What follows belongs to an exercise in optimizing a design on an open flow for small area, a short achievable clock period and few clock cycles; a production flow would make more cautious choices. Function not checked in this run: the RTL went through the layout flow alone. Power figures rest on the tool's default switching activity, not on a simulated workload.

`design/flow/design.v`:
```
module nbc_stream_dec (
    input  wire        clk,
    input  wire        rst,
    input  wire        cmd_valid,
    output wire        cmd_ready,
    input  wire [1:0]  cmd_mode,
    input  wire [63:0] cmd_acc,
    input  wire        in_valid,
    output wire        in_ready,
    input  wire [63:0] in_data,
    output reg         out_valid,
    input  wire        out_ready,
    output reg  [63:0] out_data,
    output reg         out_last
);
    localparam MODE_DELTA = 2'd1;
    localparam MODE_XOR   = 2'd2;
    localparam S_COUNT = 2'd0;    
    localparam S_SLOT  = 2'd1;    
    localparam S_HDR   = 2'd2;    
    localparam S_END   = 2'd3;    
    reg [1:0]   state;
    reg         have_cmd;
    reg [1:0]   mode;
    reg [31:0]  remain;      
    reg [4:0]   blk_n;
    reg [7:0]   blk_m;
    reg         blk_pad;     
    reg [2:0]   idx;
    reg [63:0]  w0, w1, w2;
    reg [1:0]   wk;          
    reg [3:0]   p;           
    reg         f_valid;
    reg         f_load;      
    reg         f_last;
    reg [63:0]  f;
    wire go  = !out_valid || out_ready;      
    wire en1 = !f_valid || go;               
    assign in_ready  = (wk != 2'd3);
    assign cmd_ready = (state == S_COUNT) && !have_cmd && !f_valid;
    wire [127:0] win = {w1, w0};
    wire [63:0]  ext = win >> {p, 2'b00};
    wire        stored = !blk_m[idx] && (blk_n != 5'd0);
    wire [4:0]  s      = stored ? blk_n : 5'd0;
    reg  [63:0] smask;
    integer j;
    always @(*) begin
        for (j = 0; j < 16; j = j + 1)
            smask[4*j +: 4] = (j < s) ? 4'hF : 4'h0;
    end
    wire [5:0]  tot_s = {2'b00, p} + {1'b0, s};
    wire [5:0]  tot_h = {2'b00, p} + {5'd0, blk_pad} + 6'd4;
    wire        need2_s = (tot_s > 6'd16);
    wire        avail_s = (s == 5'd0) || (need2_s ? wk[1] : (wk != 2'd0));
    wire        avail_h = (tot_h > 6'd16) ? wk[1] : (wk != 2'd0);
    wire [7:0]  above   = 8'hFE << idx;
    wire        rest_unstored = (blk_n == 5'd0) || ((~blk_m & above) == 8'd0);
    wire        fin     = (remain[31:1] == 31'd0) && rest_unstored;
    wire [15:0] hdr    = blk_pad ? ext[19:4] : ext[15:0];
    wire [31:0] cnt    = w0[31:0];
    wire        cmd_go = cmd_valid && cmd_ready;
    wire        start  = (state == S_COUNT) && (have_cmd || cmd_go) && (wk != 2'd0);
    reg         adv;
    always @(*) begin
        adv = 1'b0;
        if (en1) begin
            case (state)
                S_COUNT: adv = start && (cnt == 32'd0);
                S_SLOT:  adv = avail_s && (fin ? (tot_s != 6'd0) : tot_s[4]);
                S_HDR:   adv = avail_h && tot_h[4];
                S_END:   adv = (wk != 2'd0);
            endcase
        end
    end
    wire        take = in_valid && in_ready;
    wire [1:0]  wk_a = wk - {1'b0, adv};
    always @(posedge clk) begin
        if (adv) begin
            w0 <= w1;
            w1 <= w2;
        end
        if (take) begin
            if (wk_a == 2'd0) w0 <= in_data;
            if (wk_a == 2'd1) w1 <= in_data;
            if (wk_a == 2'd2) w2 <= in_data;
        end
        if (rst)
            wk <= 2'd0;
        else
            wk <= wk_a + {1'b0, take};
    end
    always @(posedge clk) begin
        if (rst) begin
            state    <= S_COUNT;
            have_cmd <= 1'b0;
            p        <= 4'd0;
            f_valid  <= 1'b0;
        end else begin
            if (go)
                f_valid <= 1'b0;
            if (cmd_go) begin
                have_cmd <= 1'b1;
                mode     <= cmd_mode;
                f        <= cmd_acc;
                f_load   <= 1'b1;
                f_valid  <= 1'b1;
            end
            if (en1) begin
                case (state)
                    S_COUNT: begin
                        if (start) begin
                            have_cmd <= 1'b0;
                            if (cnt != 32'd0) begin
                                remain  <= cnt;
                                blk_n   <= w0[36:32];
                                blk_m   <= w0[47:40];
                                blk_pad <= w0[32] & (^w0[47:40]);
                                idx     <= 3'd0;
                                p       <= 4'd12;
                                state   <= S_SLOT;
                            end
                        end
                    end
                    S_SLOT: begin
                        if (avail_s) begin
                            if (remain != 32'd0) begin
                                f       <= ext & smask;
                                f_load  <= 1'b0;
                                f_last  <= (remain == 32'd1);
                                f_valid <= 1'b1;
                                remain  <= remain - 32'd1;
                            end
                            idx <= idx + 3'd1;
                            if (fin) begin
                                p     <= 4'd0;
                                state <= need2_s ? S_END : S_COUNT;
                            end else begin
                                p <= tot_s[3:0];
                                if (idx == 3'd7)
                                    state <= S_HDR;
                            end
                        end
                    end
                    S_HDR: begin
                        if (avail_h) begin
                            blk_n   <= hdr[4:0];
                            blk_m   <= hdr[15:8];
                            blk_pad <= hdr[0] & (^hdr[15:8]);
                            idx     <= 3'd0;
                            p       <= tot_h[3:0];
                            state   <= S_SLOT;
                        end
                    end
                    S_END: begin
                        if (wk != 2'd0)
                            state <= S_COUNT;
                    end
                endcase
            end
        end
    end
    reg [63:0] sink;
    always @(*) begin
        case (mode)
            MODE_DELTA: sink = out_data + f;
            MODE_XOR:   sink = out_data ^ f;
            default:    sink = f;
        endcase
    end
    always @(posedge clk) begin
        if (rst) begin
            out_valid <= 1'b0;
        end else if (go) begin
            out_valid <= f_valid && !f_load;
            if (f_valid) begin
                out_data <= f_load ? f : sink;
                out_last <= f_last;
            end
        end
    end
endmodule
```
`design/flow/run.sh`:
```
#!/bin/bash
# synth_recipe.tcl (not shown) runs the flow's synth.tcl, then flattens the netlist and writes it again
# the make line also repeats each setting of config.mk as NAME=value (left out here)
make -C /OpenROAD-flow-scripts/flow DESIGN_CONFIG=/design/flow/config.mk WORK_HOME=/design/flow/orfs CLKGATE_MAP_FILE= SYNTH_SCRIPT=/design/flow/synth_recipe.tcl finish
```
`design/flow/config.mk`:
```
export PLATFORM = sky130hd
export DESIGN_NAME = nbc_stream_dec
export DESIGN_NICKNAME = nbc_stream_dec
export VERILOG_FILES = /design/flow/design.v
export SDC_FILE = /design/flow/constraint.sdc
export NUM_CORES = 4
export LEC_CHECK = 0
export CAP_MARGIN = 20
export CORE_MARGIN = 2
export CORE_UTILIZATION = 30
export SLEW_MARGIN = 20
```
`design/flow/constraint.sdc`:
```
create_clock -name core_clock -period 8.0 [get_ports {clk}]
set_input_delay 1.6000 -clock core_clock [delete_from_list [all_inputs] [get_ports {clk}]]
set_output_delay 1.6000 -clock core_clock [all_outputs]
set_load 0.01 [all_outputs]
```
==> summary.txt <==
* Outcome: no timing/DRC/antenna violations
* Setup repair after global routing missed its margin: false
* Depth of the most critical reg-to-reg path at 15
* Drt drc at 0
* Max Fanout on Critical Path at 29
* Worst-case headroom to the max-slew limit at 23.0%
* Top routing layer in use: met5
* Most common cell type on the critical path: sky130_fd_sc_hd__ha_1
* Fin. max-slew vios at 0
* Number of cells traversed by the worst hold path at 0
* Boundary Pins at 203
* Total number of yosys warnings at 1
* Max Cap Viol at 0
* Post-route core utilization at 35.5%
* Clock tree from TritonCTS: yes
* Total leakage power at 0.0106 µW
* Starting density of the core at 30.3%
* Worst reg2reg path endpoint: w2[7]$_DFFE_PP_
* Vias in the first global route at 20700
* Antenna violations before repair at 1
* GRT Residual Overflow at 0
* Met2 wire length at 41.0 mm
* Maximum number of pins on one net before global-route repair at 129
* Critical Path RT at 8.28 ns
* Worst Setup Slack post-DPL at 1.99 ns
* Crit end category: flop
* Mean Syn Cell Area at 9.45 µm²
* Final wirelength at 90.9 mm
* Worst clock skew on the final layout at 0.0568 ns
* N_diodes at 0
* Area overhead of the layout relative to synthesis at 17.0%
* Minimum hold slack at 0.423 ns
* Final Hold Vio Count at 0
* RD Place Congestion at 0.966
* Antenna Nets Post-Route at 0
* Count of buffers from port buffering at 202
* Synthesized instance count at 2787
* Row count at 108
* Register bit count reported by yosys at 385
* Power per cell area at 435 nW/µm²
* Maximum resistive drop on vdd at 0.248 mV
* Insertion delay of the later-clocked pin in the worst-skew pair at 0.62 ns
* Crit path kind: flop to flop
* Average wire per standard cell at 22.4 µm
* Number of enable flip-flop cells after synthesis at 246
* Library cell contributing the largest single delay on the critical path: sky130_fd_sc_hd__and3_2
* Area of the core at 86900 µm²
* Total routing usage reported by global routing at 19.5%
* Die area at 90200 µm²
* Hold Crit Class: flop to flop
* Number of buffers on the longest clock path at 3
* Delay contributed by the slowest stage of the critical path at 0.72 ns
* Clk root buf: sky130_fd_sc_hd__clkbuf_16
* Number of H-tree branching levels at 2
* Worst hold start: f_last$_DFFE_PP_
* Net count after synthesis at 3009
* Fraction of synthesis flops using an asynchronous set or reset pin at 0%
* Post-route setup slack at 2.06 ns
* Worst hold path endpoint: out_last$_DFFE_PP_
* Nets at 3086
* Routed vias at 22300
* Post-route minimum period at 5.94 ns
* First-pass GRT wire length at 135 mm
* R2R setup slack at 2.06 ns
* Vias per inst at 5.49
* Post-Route Setup TNS at 0 ns
* Placed Cells incl. Taps at 3972
* Most common cell in the netlist: sky130_fd_sc_hd__mux2i_1
* Period utilisation layout at 74.2%
* Layout cell share with drive strength beyond 1 at 8.00%
* Clock buffers created by TritonCTS at 45
* Synth top area share at 28.1%
* Category of the worst setup path launch point: flop
* Clock-pin slew on the worst setup and hold paths at 0.06 ns
* Number of iterations in the first detailed-routing pass at 6
* Highest attainable clock frequency at 168 MHz
* Count of different cell masters after synthesis at 81
* Number of non-filler instances in the completed layout at 4056
* Leading post-synthesis cells by instance count: sky130_fd_sc_hd__mux2i_1 (389), sky130_fd_sc_hd__a21oi_1 (340), sky130_fd_sc_hd__nor2_1 (258)
* Met1 routed wirelength after detailed routing at 39.9 mm
* Post-CTS resize count at 0
* Drt first-iter violations at 2300
* Crit Reg-Reg Startpoint: idx[0]$_SDFFCE_PN0P_
* Vertical die dimension at 300 µm
* Commonest register cell after synthesis: sky130_fd_sc_hd__edfxtp_1
* Post-CTS Setup Repair Bufs at 0
* Sequential area share after synthesis at 38.6%
* Number of setup violations in the final report at 0
* Cell taking the most area after synthesis: sky130_fd_sc_hd__edfxtp_1
* Detailed route wirelength on metal3 at 7.09 mm
* Transition at the pin with the smallest max-transition slack at 1.15 ns
* Detailed placer's ending HPWL at 69.0 mm
* Area contributors post-synth: sky130_fd_sc_hd__edfxtp_1 (28%), sky130_fd_sc_hd__mux2i_1 (15%), sky130_fd_sc_hd__dfxtp_1 (11%)
* Layout filler cell count at 8789
* Crit path cell chain: mux4_1 > mux2i_4 > and2_1 > ha_1 > a21o_1 > a21oi_1 > mux2i_1 > o31ai_2 > o41ai_2 > nand2_1 > o2bb2ai_4 > ha_1 > xor2_1 > and3_2 > buf_4
* Width of the chip at 300 µm
* Combined area of all synthesized cells at 26300 µm²
* TritonCTS Sinks at 385
* Total of hold buffers inserted after clock tree synthesis at 0
* Arrival time reported for the critical path endpoint at 6.22 ns
## through the flow
stage / instance area (µm²) / total power (µW)
final: 30800 / 13400
after global routing: 30800 / 14300
after detailed placement: 29300 / 11100
after floorplan: 26300 / 8820
after global placement: 29300 / 11000
after CTS: 30800 / 13300
## metal layers
metal | vias to the layer above | global-route usage [%]
li1 | 10600 | -
met1 | 10600 | 27.3
met2 | 930 | 30.9
met3 | 128 | 3.01
met4 | 2 | 5.98
met5 | - | 0
## cells in the final DEF (no fill, tap or decap), types with 49 or more instances in the layout
cell                              instances
sky130_fd_sc_hd__nor2_1                 257
sky130_fd_sc_hd__o21ai_0                131
sky130_fd_sc_hd__edfxtp_1               246
sky130_fd_sc_hd__ha_1                    83
sky130_fd_sc_hd__mux4_2                  49
sky130_fd_sc_hd__nand2_1                254
sky130_fd_sc_hd__clkdlybuf4s50_1        202
sky130_fd_sc_hd__a21oi_1                340
sky130_fd_sc_hd__dfxtp_1                135
sky130_fd_sc_hd__mux2i_1                389
## logic make-up (layout without fill, tap and decap cells)
kind of cell / count (synthesis) / in the layout / share of synthesized area, %
buffers and inverters: 244 / 358 / 3.83
multiplexers: 480 / 480 / 20.9
adder cells (fa/ha/maj): 87 / 87 / 4.19
AO/OA/AOI/OAI: 779 / 779 / 17.7
AND/OR/NAND/NOR: 760 / 760 / 13.0
XOR/XNOR: 52 / 52 / 1.73
flip-flops: 385 / 385 / 38.6
## sequential cells by signal, indices dropped and copies added (netlist names), 5 cells and up
signal and count:
f 64, out_data 64, w0 64, w1 64, w2 64, remain 32, blk_m 8, blk_n 5
## layout make-up
type                    instances  area, µm²  share of cell area [%]
inverters                      41        154                   0.499
multi-input cells            2158      15200                    49.3
well taps                    1155       1450                    4.69
clock inverters                30        360                    1.17
repair buffers                233       2280                    7.40
flip-flops and latches        385      10200                    33.0
clock buffers                  54       1190                    3.86
## power by group
part / internal, µW / switching (µW) / leakage, µW
Sequential: 3140 / 1060 / 0.00345
Combinational: 2810 / 4220 / 0.00636
Clock: 1240 / 903 / 0.000757
Total: 7200 / 6190 / 0.0106
## worst max-delay path, delay by kind of cell (launching register included)
kind | cells | cell delay, ns
fa+ha+maj | 2 | 0.47
buf+inv | 1 | 0.40
xor+xnor | 1 | 0.33
mux | 3 | 1.45
simple gates | 3 | 1.22
flops | 1 | 0.44
compound gates | 5 | 1.32
## worst max path at each step
stage,depth (start not counted),end,slack (ns),start
finish,15,w2[7]$_DFFE_PP_,2.06,idx[0]$_SDFFCE_PN0P_
floorplan,2,out_data[0]$_DFFE_PP_,1.01,out_ready
global placement,15,w2[15]$_DFFE_PP_,2.12,idx[0]$_SDFFCE_PN0P_
global route,17,w0[24]$_DFF_P_,1.65,idx[0]$_SDFFCE_PN0P_
detailed placement,15,w2[12]$_DFFE_PP_,1.99,idx[0]$_SDFFCE_PN0P_
CTS,15,w2[14]$_DFFE_PP_,2.01,idx[0]$_SDFFCE_PN0P_

[afterwards: timing with drivers on the ports]
The results above use ideal ports. As a check the final layout listed here was re-extracted and re-timed, cells and wires unchanged.
Step 1, drivers: a clkbuf_16 drives clk and a buf_2 each remaining input, both assumed.
Step 2 times the ports against the registers' clock, not the clock port: input delays grow and output delays shrink by t, the midpoint of the rising clock arrivals with the driver on.
Slacks: no drivers / after step 1 / after step 2; pairs: no drivers / after step 1.
t, ns: 0.663
setup WS [ns]: 2.062 / 2.062 / 2.062
worst setup path after step 2: register to register
clock arrival spread, ns: 0.058 / 0.058
After both steps setup and hold are still met in this run. For this run, drivers alone change the setup slack by 0.000 ns; drivers and shift together by 0.000 ns.
